From an optimization exercise on the open Yosys and OpenROAD flow, aimed at small area and a short achievable clock period; shortcuts taken in it are not production practice.
RTL that was checked went through simulation tests only; none was proved equivalent to the original.
For run 2, only the layout was checked, not whether the RTL still works.
Power and IR drop assume default switching activity.

==> flow/design.v (outline; a module is shown in full before it is edited, if it fits) <==
// module chk4_accum: 744 lines
// module chk4_fa: 4 lines
// module chk4_ha: 4 lines
module chk4_accum (
    input  wire        clk,
    input  wire        rst,         
    input  wire        init,        
    input  wire [2:0]  in_cnt,      
    input  wire [31:0] in_data,     
    output wire [31:0] chk_value,
    output wire [31:0] byte_count
);
  // ...
==> flow/flow/run.sh <==
#!/bin/bash
# The standard layout (standard.sh, all steps) with two changes:
# - the standard port buffering (buffer_ports, every input and output port
#   gets a buffer) uses the plain buffer sky130_fd_sc_hd__buf_2 instead of the
#   default delay buffer; timing repair may resize it;
# - timing repair is asked to leave a setup margin (the clock period and the
#   constraints are unchanged).
set -euo pipefail
here=$(pwd)
export BUFFER_PORTS_ARGS="-buffer_cell sky130_fd_sc_hd__buf_2"
export SETUP_SLACK_MARGIN=16.5
bash standard.sh > "$here/standard.log" 2>&1
==> flow/standard.sh <==
#!/bin/bash
# synth_recipe.tcl (not shown) runs the flow's synth.tcl, then flattens the netlist and writes it again
# the make line also repeats each setting of config.mk as NAME=value (left out here)
make -C /OpenROAD-flow-scripts/flow DESIGN_CONFIG=/design/flow/config.mk WORK_HOME=/design/flow/orfs CLKGATE_MAP_FILE= SYNTH_SCRIPT=/design/flow/synth_recipe.tcl "${@:-finish}"
==> flow/config.mk <==
export PLATFORM = sky130hd
export DESIGN_NAME = chk4_accum
export DESIGN_NICKNAME = chk4_accum
export VERILOG_FILES = /design/flow/design.v
export SDC_FILE = /design/flow/constraint.sdc
export NUM_CORES = 4
export LEC_CHECK = 0
export CAP_MARGIN = 20
export CORE_MARGIN = 2
export CORE_UTILIZATION = 65
export CTS_BUF_LIST = sky130_fd_sc_hd__clkbuf_4 sky130_fd_sc_hd__clkbuf_8
export SLEW_MARGIN = 20
export SYNTH_HIERARCHICAL = 1
export SYNTH_MINIMUM_KEEP_SIZE = 0
==> flow/constraint.sdc <==
create_clock -name core_clock -period 28.0 [get_ports {clk}]
set_input_delay 5.6000 -clock core_clock [delete_from_list [all_inputs] [get_ports {clk}]]
set_output_delay 5.6000 -clock core_clock [all_outputs]
set_load 0.01 [all_outputs]
==> results.ini, run 1 <==
[outcome]
outcome = complete, no violations

[global_route]
grt_overflow = 0
grt_pass1_vias = 8291
gr-usage-met2_pct = 48.3
grt_antenna_before_repair = 0
grt_usage_pct = 32.2

[clocking]
postCtsSetupBuffers = 14
cts_tree = done

[cells_and_area]
stdcell_area_um2 = 12800
seq_area_um2 = 1740
nMultiInputCombCells = 858
top_regs = bc: 32 flops, rb: 20 flops, ra: 19 flops
final_cell_mix = fa_1 (201), ha_1 (133), and2_1 (120)
nNonClkInverters = 39
clk_share_pct = 1.53
diodes = 0
final_common_cell = fa_1
drive_gt1_share_pct = 20.5

[pwr]
total_power_mw = 0.574
maxPowerGroup = combinational logic

[critical_path]
required_ns = 28.28
critical_path_cell_count = 20
path_class = in -> reg
cp-endpoint = rb[16]

[routing]
wirelength_mm = 29.3
routed.top_layer = met4
m1WireLength_mm = 12.6

[timing]
hold_violations = 0
fin_skew_ns = 0.0219

[synth]
syn_area_um2 = 11500
ys_warn_count = 7
synth.top_cell.area_share_pct = 38.5
ys.flop_type = dfxtp_1
synthesis.nets = 1436

[floorplanning]
die_height_um = 137
tap-cell-count = 225

[placement]
dp_slack_ns = 15.69

==> run 2: changes to the inputs <==
--- a/flow/design.v
+++ b/flow/design.v
@@ -323,72 +323,80 @@
     chk4_fa uxa137 (.a(xa102), .b(xa103), .c(xa136), .s(xa137), .co(xa138));
     wire xa139, xa140;
     chk4_fa uxa139 (.a(xa104), .b(xa105), .c(xa138), .s(xa139), .co(xa140));
     wire xa141, xa142;
     chk4_fa uxa141 (.a(xa106), .b(xa107), .c(xa140), .s(xa141), .co(xa142));
     wire xa143, xa144;
     chk4_fa uxa143 (.a(xa108), .b(xa109), .c(xa142), .s(xa143), .co(xa144));
     wire xa145, xa146;
-    chk4_fa uxa145 (.a(xa110), .b(xa111), .c(xa144), .s(xa145), .co(xa146));
+    chk4_ha uxa145 (.a(xa110), .b(xa111), .s(xa145), .co(xa146));
     wire xa147, xa148;
     chk4_fa uxa147 (.a(xa112), .b(xa113), .c(xa146), .s(xa147), .co(xa148));
     wire xa149, xa150;
-    chk4_ha uxa149 (.a(xa114), .b(xa115), .s(xa149), .co(xa150));
+    chk4_fa uxa149 (.a(xa114), .b(xa115), .c(xa148), .s(xa149), .co(xa150));
     wire xa151, xa152;
     chk4_fa uxa151 (.a(xa116), .b(xa117), .c(xa150), .s(xa151), .co(xa152));
-    wire xa153, xa154;
-    chk4_fa uxa153 (.a(xa118), .b(xa119), .c(xa152), .s(xa153), .co(xa154));
+    wire xa153 = ~(xa110 ^ xa111);
+    wire xa154 = xa110 | xa111;
     wire xa155, xa156;
-    chk4_fa uxa155 (.a(xa120), .b(xa121), .c(xa154), .s(xa155), .co(xa156));
+    chk4_fa uxa155 (.a(xa112), .b(xa113), .c(xa154), .s(xa155), .co(xa156));
     wire xa157, xa158;
-    chk4_fa uxa157 (.a(xa122), .b(xa123), .c(xa156), .s(xa157), .co(xa158));
+    chk4_fa uxa157 (.a(xa114), .b(xa115), .c(xa156), .s(xa157), .co(xa158));
     wire xa159, xa160;
-    chk4_fa uxa159 (.a(xa124), .b(xa125), .c(xa158), .s(xa159), .co(xa160));
-    wire xa161 = ~(xa114 ^ xa115);
-    wire xa162 = xa114 | xa115;
-    wire xa163, xa164;
-    chk4_fa uxa163 (.a(xa116), .b(xa117), .c(xa162), .s(xa163), .co(xa164));
-    wire xa165, xa166;
-    chk4_fa uxa165 (.a(xa118), .b(xa119), .c(xa164), .s(xa165), .co(xa166));
-    wire xa167, xa168;
-    chk4_fa uxa167 (.a(xa120), .b(xa121), .c(xa166), .s(xa167), .co(xa168));
-    wire xa169, xa170;
-    chk4_fa uxa169 (.a(xa122), .b(xa123), .c(xa168), .s(xa169), .co(xa170));
-    wire xa171, xa172;
-    chk4_fa uxa171 (.a(xa124), .b(xa125), .c(xa170), .s(xa171), .co(xa172));
-    wire xa173 = xa148 ? xa161 : xa149;
-    wire xa174 = xa148 ? xa163 : xa151;
-    wire xa175 = xa148 ? xa165 : xa153;
-    wire xa176 = xa148 ? xa167 : xa155;
-    wire xa177 = xa148 ? xa169 : xa157;
-    wire xa178 = xa148 ? xa171 : xa159;
-    wire xa179 = xa160 | (xa148 & xa172);
+    chk4_fa uxa159 (.a(xa116), .b(xa117), .c(xa158), .s(xa159), .co(xa160));
+    wire xa161 = xa144 ? xa153 : xa145;
+    wire xa162 = xa144 ? xa155 : xa147;
+    wire xa163 = xa144 ? xa157 : xa149;
+    wire xa164 = xa144 ? xa159 : xa151;
+    wire xa165 = xa152 | (xa144 & xa160);
+    wire xa166, xa167;
+    chk4_ha uxa166 (.a(xa118), .b(xa119), .s(xa166), .co(xa167));
+    wire xa168, xa169;
+    chk4_fa uxa168 (.a(xa120), .b(xa121), .c(xa167), .s(xa168), .co(xa169));
+    wire xa170, xa171;
+    chk4_fa uxa170 (.a(xa122), .b(xa123), .c(xa169), .s(xa170), .co(xa171));
+    wire xa172, xa173;
+    chk4_fa uxa172 (.a(xa124), .b(xa125), .c(xa171), .s(xa172), .co(xa173));
+    wire xa174 = ~(xa118 ^ xa119);
+    wire xa175 = xa118 | xa119;
+    wire xa176, xa177;
+    chk4_fa uxa176 (.a(xa120), .b(xa121), .c(xa175), .s(xa176), .co(xa177));
+    wire xa178, xa179;
+    chk4_fa uxa178 (.a(xa122), .b(xa123), .c(xa177), .s(xa178), .co(xa179));
     wire xa180, xa181;
-    chk4_ha uxa180 (.a(xa126), .b(xa127), .s(xa180), .co(xa181));
-    wire xa182, xa183;
-    chk4_fa uxa182 (.a(xa128), .b(xa129), .c(xa181), .s(xa182), .co(xa183));
-    wire xa184, xa185;
-    chk4_fa uxa184 (.a(xa130), .b(xa131), .c(xa183), .s(xa184), .co(xa185));
-    wire xa186, xa187;
-    chk4_fa uxa186 (.a(xa132), .b(((g4 & ri[15]))), .c(xa185), .s(xa186), .co(xa187));
-    wire xa188 = ~(xa126 ^ xa127);
-    wire xa189 = xa126 | xa127;
-    wire xa190, xa191;
-    chk4_fa uxa190 (.a(xa128), .b(xa129), .c(xa189), .s(xa190), .co(xa191));
-    wire xa192, xa193;
-    chk4_fa uxa192 (.a(xa130), .b(xa131), .c(xa191), .s(xa192), .co(xa193));
-    wire xa194, xa195;
-    chk4_fa uxa194 (.a(xa132), .b(((g4 & ri[15]))), .c(xa193), .s(xa194), .co(xa195));
-    wire xa196 = xa179 ? xa188 : xa180;
-    wire xa197 = xa179 ? xa190 : xa182;
-    wire xa198 = xa179 ? xa192 : xa184;
-    wire xa199 = xa179 ? xa194 : xa186;
-    wire xa200 = xa179 ? xa195 : xa187;
-    wire [18:0] sa = {xa200, xa199, xa198, xa197, xa196, xa178, xa177, xa176, xa175, xa174, xa173, xa147, xa145, xa143, xa141, xa139, xa137, xa135, xa133};
+    chk4_fa uxa180 (.a(xa124), .b(xa125), .c(xa179), .s(xa180), .co(xa181));
+    wire xa182 = xa165 ? xa174 : xa166;
+    wire xa183 = xa165 ? xa176 : xa168;
+    wire xa184 = xa165 ? xa178 : xa170;
+    wire xa185 = xa165 ? xa180 : xa172;
+    wire xa186 = xa173 | (xa165 & xa181);
+    wire xa187, xa188;
+    chk4_ha uxa187 (.a(xa126), .b(xa127), .s(xa187), .co(xa188));
+    wire xa189, xa190;
+    chk4_fa uxa189 (.a(xa128), .b(xa129), .c(xa188), .s(xa189), .co(xa190));
+    wire xa191, xa192;
+    chk4_fa uxa191 (.a(xa130), .b(xa131), .c(xa190), .s(xa191), .co(xa192));
+    wire xa193 = ~(xa126 ^ xa127);
+    wire xa194 = xa126 | xa127;
+    wire xa195, xa196;
+    chk4_fa uxa195 (.a(xa128), .b(xa129), .c(xa194), .s(xa195), .co(xa196));
+    wire xa197, xa198;
+    chk4_fa uxa197 (.a(xa130), .b(xa131), .c(xa196), .s(xa197), .co(xa198));
+    wire xa199 = xa186 ? xa193 : xa187;
+    wire xa200 = xa186 ? xa195 : xa189;
+    wire xa201 = xa186 ? xa197 : xa191;
+    wire xa202 = xa192 | (xa186 & xa198);
+    wire xa203, xa204;
+    chk4_ha uxa203 (.a(xa132), .b(((g4 & ri[15]))), .s(xa203), .co(xa204));
+    wire xa205 = ~(xa132 ^ ((g4 & ri[15])));
+    wire xa206 = xa132 | ((g4 & ri[15]));
+    wire xa207 = xa202 ? xa205 : xa203;
+    wire xa208 = xa202 ? xa206 : xa204;
+    wire [18:0] sa = {xa208, xa207, xa201, xa200, xa199, xa185, xa184, xa183, xa182, xa164, xa163, xa162, xa161, xa143, xa141, xa139, xa137, xa135, xa133};
     wire xb1, xb2;
     chk4_ha uxb1 (.a((nz & fbr[0])), .b((g13 & far[0])), .s(xb1), .co(xb2));
     wire xb3, xb4;
     chk4_fa uxb3 (.a((nz & fbr[1])), .b(((g23 & far[0]))), .c((g13 & far[1])), .s(xb3), .co(xb4));
     wire xb5, xb6;
     chk4_ha uxb5 (.a(((g1 & ri[1]) | (g2 & ri[0]))), .b(((g2 & ri[1]) | (g34 & ri[0]))), .s(xb5), .co(xb6));
     wire xb7, xb8;
     chk4_fa uxb7 (.a((nz & fbr[2])), .b(((g23 & far[1]) | (g4 & far[0]))), .c((g13 & far[2])), .s(xb7), .co(xb8));
@@ -622,81 +630,89 @@
     chk4_fa uxb235 (.a(xb196), .b(xb197), .c(xb234), .s(xb235), .co(xb236));
     wire xb237, xb238;
     chk4_fa uxb237 (.a(xb198), .b(xb199), .c(xb236), .s(xb237), .co(xb238));
     wire xb239, xb240;
     chk4_fa uxb239 (.a(xb200), .b(xb201), .c(xb238), .s(xb239), .co(xb240));
     wire xb241, xb242;
     chk4_fa uxb241 (.a(xb202), .b(xb203), .c(xb240), .s(xb241), .co(xb242));
     wire xb243, xb244;
-    chk4_fa uxb243 (.a(xb204), .b(xb205), .c(xb242), .s(xb243), .co(xb244));
+    chk4_ha uxb243 (.a(xb204), .b(xb205), .s(xb243), .co(xb244));
     wire xb245, xb246;
     chk4_fa uxb245 (.a(xb206), .b(xb207), .c(xb244), .s(xb245), .co(xb246));
     wire xb247, xb248;
-    chk4_ha uxb247 (.a(xb208), .b(xb209), .s(xb247), .co(xb248));
+    chk4_fa uxb247 (.a(xb208), .b(xb209), .c(xb246), .s(xb247), .co(xb248));
     wire xb249, xb250;
     chk4_fa uxb249 (.a(xb210), .b(xb211), .c(xb248), .s(xb249), .co(xb250));
-    wire xb251, xb252;
-    chk4_fa uxb251 (.a(xb212), .b(xb213), .c(xb250), .s(xb251), .co(xb252));
+    wire xb251 = ~(xb204 ^ xb205);
+    wire xb252 = xb204 | xb205;
     wire xb253, xb254;
-    chk4_fa uxb253 (.a(xb214), .b(xb215), .c(xb252), .s(xb253), .co(xb254));
+    chk4_fa uxb253 (.a(xb206), .b(xb207), .c(xb252), .s(xb253), .co(xb254));
     wire xb255, xb256;
-    chk4_fa uxb255 (.a(xb216), .b(xb217), .c(xb254), .s(xb255), .co(xb256));
+    chk4_fa uxb255 (.a(xb208), .b(xb209), .c(xb254), .s(xb255), .co(xb256));
     wire xb257, xb258;
-    chk4_fa uxb257 (.a(xb218), .b(xb219), .c(xb256), .s(xb257), .co(xb258));
-    wire xb259 = ~(xb208 ^ xb209);
-    wire xb260 = xb208 | xb209;
-    wire xb261, xb262;
-    chk4_fa uxb261 (.a(xb210), .b(xb211), .c(xb260), .s(xb261), .co(xb262));
-    wire xb263, xb264;
-    chk4_fa uxb263 (.a(xb212), .b(xb213), .c(xb262), .s(xb263), .co(xb264));
-    wire xb265, xb266;
-    chk4_fa uxb265 (.a(xb214), .b(xb215), .c(xb264), .s(xb265), .co(xb266));
-    wire xb267, xb268;
-    chk4_fa uxb267 (.a(xb216), .b(xb217), .c(xb266), .s(xb267), .co(xb268));
-    wire xb269, xb270;
-    chk4_fa uxb269 (.a(xb218), .b(xb219), .c(xb268), .s(xb269), .co(xb270));
-    wire xb271 = xb246 ? xb259 : xb247;
-    wire xb272 = xb246 ? xb261 : xb249;
-    wire xb273 = xb246 ? xb263 : xb251;
-    wire xb274 = xb246 ? xb265 : xb253;
-    wire xb275 = xb246 ? xb267 : xb255;
-    wire xb276 = xb246 ? xb269 : xb257;
-    wire xb277 = xb258 | (xb246 & xb270);
+    chk4_fa uxb257 (.a(xb210), .b(xb211), .c(xb256), .s(xb257), .co(xb258));
+    wire xb259 = xb242 ? xb251 : xb243;
+    wire xb260 = xb242 ? xb253 : xb245;
+    wire xb261 = xb242 ? xb255 : xb247;
+    wire xb262 = xb242 ? xb257 : xb249;
+    wire xb263 = xb250 | (xb242 & xb258);
+    wire xb264, xb265;
+    chk4_ha uxb264 (.a(xb212), .b(xb213), .s(xb264), .co(xb265));
+    wire xb266, xb267;
+    chk4_fa uxb266 (.a(xb214), .b(xb215), .c(xb265), .s(xb266), .co(xb267));
+    wire xb268, xb269;
+    chk4_fa uxb268 (.a(xb216), .b(xb217), .c(xb267), .s(xb268), .co(xb269));
+    wire xb270, xb271;
+    chk4_fa uxb270 (.a(xb218), .b(xb219), .c(xb269), .s(xb270), .co(xb271));
+    wire xb272 = ~(xb212 ^ xb213);
+    wire xb273 = xb212 | xb213;
+    wire xb274, xb275;
+    chk4_fa uxb274 (.a(xb214), .b(xb215), .c(xb273), .s(xb274), .co(xb275));
+    wire xb276, xb277;
+    chk4_fa uxb276 (.a(xb216), .b(xb217), .c(xb275), .s(xb276), .co(xb277));
     wire xb278, xb279;
-    chk4_ha uxb278 (.a(xb220), .b(xb221), .s(xb278), .co(xb279));
-    wire xb280, xb281;
-    chk4_fa uxb280 (.a(xb222), .b(xb223), .c(xb279), .s(xb280), .co(xb281));
-    wire xb282, xb283;
-    chk4_fa uxb282 (.a(xb224), .b(xb225), .c(xb281), .s(xb282), .co(xb283));
-    wire xb284, xb285;
-    chk4_fa uxb284 (.a(xb226), .b(xb227), .c(xb283), .s(xb284), .co(xb285));
-    wire xb286, xb287;
-    chk4_fa uxb286 (.a(xb228), .b(xb229), .c(xb285), .s(xb286), .co(xb287));
-    wire xb288, xb289;
-    chk4_ha uxb288 (.a(xb230), .b(xb287), .s(xb288), .co(xb289));
-    wire xb290 = ~(xb220 ^ xb221);
-    wire xb291 = xb220 | xb221;
-    wire xb292, xb293;
-    chk4_fa uxb292 (.a(xb222), .b(xb223), .c(xb291), .s(xb292), .co(xb293));
-    wire xb294, xb295;
-    chk4_fa uxb294 (.a(xb224), .b(xb225), .c(xb293), .s(xb294), .co(xb295));
-    wire xb296, xb297;
-    chk4_fa uxb296 (.a(xb226), .b(xb227), .c(xb295), .s(xb296), .co(xb297));
-    wire xb298, xb299;
-    chk4_fa uxb298 (.a(xb228), .b(xb229), .c(xb297), .s(xb298), .co(xb299));
-    wire xb300, xb301;
-    chk4_ha uxb300 (.a(xb230), .b(xb299), .s(xb300), .co(xb301));
-    wire xb302 = xb277 ? xb290 : xb278;
-    wire xb303 = xb277 ? xb292 : xb280;
-    wire xb304 = xb277 ? xb294 : xb282;
-    wire xb305 = xb277 ? xb296 : xb284;
-    wire xb306 = xb277 ? xb298 : xb286;
-    wire xb307 = xb277 ? xb300 : xb288;
-    wire [19:0] sb = {xb307, xb306, xb305, xb304, xb303, xb302, xb276, xb275, xb274, xb273, xb272, xb271, xb245, xb243, xb241, xb239, xb237, xb235, xb233, xb231};
+    chk4_fa uxb278 (.a(xb218), .b(xb219), .c(xb277), .s(xb278), .co(xb279));
+    wire xb280 = xb263 ? xb272 : xb264;
+    wire xb281 = xb263 ? xb274 : xb266;
+    wire xb282 = xb263 ? xb276 : xb268;
+    wire xb283 = xb263 ? xb278 : xb270;
+    wire xb284 = xb271 | (xb263 & xb279);
+    wire xb285, xb286;
+    chk4_ha uxb285 (.a(xb220), .b(xb221), .s(xb285), .co(xb286));
+    wire xb287, xb288;
+    chk4_fa uxb287 (.a(xb222), .b(xb223), .c(xb286), .s(xb287), .co(xb288));
+    wire xb289, xb290;
+    chk4_fa uxb289 (.a(xb224), .b(xb225), .c(xb288), .s(xb289), .co(xb290));
+    wire xb291 = ~(xb220 ^ xb221);
+    wire xb292 = xb220 | xb221;
+    wire xb293, xb294;
+    chk4_fa uxb293 (.a(xb222), .b(xb223), .c(xb292), .s(xb293), .co(xb294));
+    wire xb295, xb296;
+    chk4_fa uxb295 (.a(xb224), .b(xb225), .c(xb294), .s(xb295), .co(xb296));
+    wire xb297 = xb284 ? xb291 : xb285;
+    wire xb298 = xb284 ? xb293 : xb287;
+    wire xb299 = xb284 ? xb295 : xb289;
+    wire xb300 = xb290 | (xb284 & xb296);
+    wire xb301, xb302;
+    chk4_ha uxb301 (.a(xb226), .b(xb227), .s(xb301), .co(xb302));
+    wire xb303, xb304;
+    chk4_fa uxb303 (.a(xb228), .b(xb229), .c(xb302), .s(xb303), .co(xb304));
+    wire xb305, xb306;
+    chk4_ha uxb305 (.a(xb230), .b(xb304), .s(xb305), .co(xb306));
+    wire xb307 = ~(xb226 ^ xb227);
+    wire xb308 = xb226 | xb227;
+    wire xb309, xb310;
+    chk4_fa uxb309 (.a(xb228), .b(xb229), .c(xb308), .s(xb309), .co(xb310));
+    wire xb311, xb312;
+    chk4_ha uxb311 (.a(xb230), .b(xb310), .s(xb311), .co(xb312));
+    wire xb313 = xb300 ? xb307 : xb301;
+    wire xb314 = xb300 ? xb309 : xb303;
+    wire xb315 = xb300 ? xb311 : xb305;
+    wire [19:0] sb = {xb315, xb314, xb313, xb299, xb298, xb297, xb283, xb282, xb281, xb280, xb262, xb261, xb260, xb259, xb241, xb239, xb237, xb235, xb233, xb231};
     wire [3:0]  lo = {1'b0, bc[2:0] & {3{nz}}} + {1'b0, k};
     wire [31:0] cc;                    
     wire [31:0] cs;                    
     wire p0 = &bc[10:3];
     wire p1 = &bc[18:11];
     wire p2 = &bc[26:19];
     assign cc[3]  = lo[3];
     assign cc[11] = lo[3] & p0;
==> flow/flow/run.sh (replaced) <==
#!/bin/bash
# The standard layout (standard.sh, all steps), with the port buffers placed
# by flow/ports.tcl before global placement instead of by the standard call,
# and timing repair asked to leave a setup margin (the clock and constraints
# are unchanged).
set -euo pipefail
here=$(pwd)
export DONT_BUFFER_PORTS=1
export PRE_GLOBAL_PLACE_TCL="$here/flow/ports.tcl"
export SETUP_SLACK_MARGIN=18
bash standard.sh > "$here/standard.log" 2>&1
==> flow/flow/ports.tcl (new file) <==
# Port buffers (in place of the standard flow's single buffer_ports call):
# every input and every output port still gets its own buffer, but with a
# plain buffer cell of a suitable size instead of the default delay buffer.
buffer_ports -inputs -buffer_cell sky130_fd_sc_hd__buf_2
buffer_ports -outputs -buffer_cell sky130_fd_sc_hd__buf_1
==> results.ini, run 2 <==
[outcome]
outcome = complete, no violations

[timing]
finalSetupViolCount = 0
rsz0062_at_grt = yes
max_freq_mhz = 92.4
max_slew_margin_pct = 43.7
drv_slew = 0
hold_violations = 0  ; unchanged
fin_skew_ns = 0.0141  ; -0.00778 ns
tightest_slew_ns = 0.821
period_minus_slack_ns = 10.83
fin_crit_sh_pct = 38.7
setup-tns-final_ns = 0

[clocking]
cts_tree = done
path_clk_slew_ns = 0.10
worstSkewPairLatency_ns = 0.39
htree_num_levels = 3
cts_root_buf = clkbuf_8
cts_sinks = 87
cts_hold_buf = 0
clk_path_buf_depth = 2
cts_buffers = 9

[pwr]
total_power_mw = 0.688  ; +20%
leakagePower_nw = 7.04
power_density_nw_per_um2 = 48.4
vdd_drop_max_mv = 0.0554

[critical_path]
path_class = reg -> out
required_ns = 22.40  ; -5.88 ns
crit_path_end_kind = output pin
timing.rr.end = rb[19]
reg2reg_slack_ns = 19.70
ff2ff_path_depth = 25
cp-endpoint = chk_value[23]
worstPathMaxFanout = 5
startpoint = ra[16]
reg2reg_from = ra[16]
startpoint_type = flop
cp.arrival_ns = 5.23

[global_route]
grt_pass1_wl_mm = 50.5
grt_antenna_before_repair = 2  ; +2
grt_overflow = 0  ; unchanged
grt_max_degree = 36
grt_pass1_vias = 9090  ; +9.6%
grt_usage_pct = 34.1  ; +1.9 points

[cells_and_area]
seq_area_um2 = 1760  ; +0.86%
drive_gt1_share_pct = 26.8  ; +6.3 points
fillers = 1116
final_common_cell = fa_1
largest_register_ffs = 32
regMostFlops = bc
final_cell_mix = fa_1 (172), ha_1 (130), and2_1 (108)
area_growth_pct = 21.2
top_regs = bc: 32 flops, rb: 20 flops, ra: 19 flops
stdcell_area_um2 = 14200  ; +11%
nets = 1531
multi_input_area_um2 = 10500

[routing]
drt_first_iter_violations = 730
vias = 8589
wire_per_inst_um = 23.5
vias_per_cell = 6.26
drt-pass1-iter-count = 6
wirelength_mm = 32.3  ; +10%
drc = 0
antenna_left = 0

[synth]
synth-edff-count = 0
syn_inst = 1078
yosysMostFrequentCell = fa_1
yosys-top-cells-count = fa_1 (218), ha_1 (141), and2_1 (110)
synth.avg_cell_area_um2 = 10.9
ys.flop_type = dfxtp_1
yosys-top-cells-area = fa_1 (37%), ha_1 (15%), dfxtp_1 (15%), and2_1 (5.9%), a22o_1 (4.3%)
synth-seq-cells = 87
async_flop_share_pct = 0
ys_seq_area_share_pct = 14.9
synth.top_cell.area_share_pct = 37.3  ; -1.2 points
yosys.cell_types.count = 47
ys_warn_count = 7  ; unchanged
synthesis.nets = 1475  ; +2.7%
syn_area_um2 = 11700  ; +1.4%
synth_top_area_cell = fa_1

[floorplanning]
coreArea_um2 = 17800
rows = 49
die-area_um2 = 19100
die_height_um = 138  ; +0.68%
die_w_um = 138
start_util_pct = 65.7
ios = 102

[placement]
port_buffers = 99
postPlaceCellArea_um2 = 12200
dp_hpwl_mm = 22.4
place_congestion = 0.837

[job]
drv_cap = 0

[worst_hold_path]
holdCritPathClass = reg -> reg

==> run 2: changes by cell type after synthesis, sizes merged, moves of 10 or more <==
cell,before,now
a22oi,25,3
inv,38,55
mux2i,14,30
and2,121,110
a221o,1,11
nand2,40,50
==> run 2: modules after synthesis (local to each module, per instance) <==
| module | cell area [um^2] | copies in the design | cells | flip-flops and latches |
|---|---|---|---|---|
| chk4_ha | 12.5 | 120 | 1 | 0 |
| chk4_accum | 5870 | 1 | 741 | 87 |
| chk4_fa | 20.0 | 217 | 1 | 0 |
==> run 2: power breakdown <==
part / internal [mW] / switching (mW)
Sequential: 0.144 / 0.0133
Clock: 0.0514 / 0.0529
Combinational: 0.198 / 0.229
==> run 2: cell type report <==
| type | count | area share, % |
|---|---|---|
| inverters | 55 | 1.48 |
| multi-input cells | 874 | 74.1 |
| well taps | 229 | 2.02 |
| diodes | 3 | 0.0529 |
| flip-flops and latches | 87 | 12.4 |
| clock inverters | 7 | 0.723 |
| repair buffers | 107 | 8.39 |
| clock buffers | 9 | 0.872 |
==> run 2: worst min-delay path by stage <==
stage	slack [ns]	from	cells past startpoint	to
global placement	0.64	bc[27]	2	bc[27]
global route	0.71	bc[27]	2	bc[27]
CTS	0.67	bc[27]	2	bc[27]
detailed placement	0.65	bc[27]	2	bc[27]
finish	0.66	bc[30]	2	bc[30]
floorplan	0.55	ri[4]	2	ri[4]
==> run 2: layer usage <==
layer	up-vias	global-route usage, %	part of all wire, %
met3	95	6.20	6.9
li1	3760	-	-
met2	387	54.3	48
met4	0	12.7	4.2
met1	4347	47.3	41
met5	-	0	0
==> run 2: logic make-up after synthesis <==
kind of cell    share of synthesized area [%]
compound gates                           9.63
xor+xnor                                 1.78
fa+ha+maj                                52.3
buf+inv                                  4.01
flops                                    14.9
mux                                      4.01
simple gates                             13.4
==> run 2: critical path, stage by stage, from the launching register on <==
cell and delay (ns):
dfxtp_4 0.39, fa_1 0.48, fa_2 0.36, fa_2 0.36, fa_1 0.44, ha_2 0.19, fa_2 0.36, ha_2 0.20
fa_2 0.44, xnor2_4 0.18, or4_4 0.56, a2111oi_4 0.25, a21o_4 0.18, and4_4 0.26, xor2_4 0.20
==> run 2: through the flow <==
step	instances	util (%)	worst slack [ns]	hold slack, ns
2_1_floorplan	1078	-	16.86	0.547
3_3_place_gp	1250	68.3	16.07	0.641
3_5_place_dp	1250	68.3	15.94	0.649
4_1_cts	1352	77.5	17.16	0.674
5_1_grt	1370	79.6	17.02	0.711
6_report	1371	79.6	17.17	0.663
==> run 2: timing repair <==
action,4_1_cts,5_1_grt
gates resized for setup,133,45
buffers inserted,77,16
endpoints found under the setup margin,73,55
gates cloned,9,0
pin swaps,68,38

==> port drivers added, routing unchanged <==
How much do the figures lean on ideal ports? The routed layouts below were timed once more, with nothing changed but the port constraints. Step 1, drivers: a clkbuf_16 drives clk and a buf_2 each remaining input, both assumed. Step 2 times the ports against the registers' clock, not the clock port: input delays grow and output delays shrink by t, the midpoint of the rising clock arrivals with the driver on. Three values: ideal, step 1, step 2; two values: the first two.
run	shift t [ns]	slack for setup (ns)	worst setup path after step 2	worst slew at a driven data input, ns
run 1	0.434	16.669 / 16.668 / 16.233	input to register	0.05
run 2	0.423	17.173 / 16.725 / 16.302	input to register	0.77
After both steps every run listed still meets setup and hold. For run 2, which loses most, drivers alone change the setup slack by -0.448 ns; drivers and shift together by -0.871 ns.
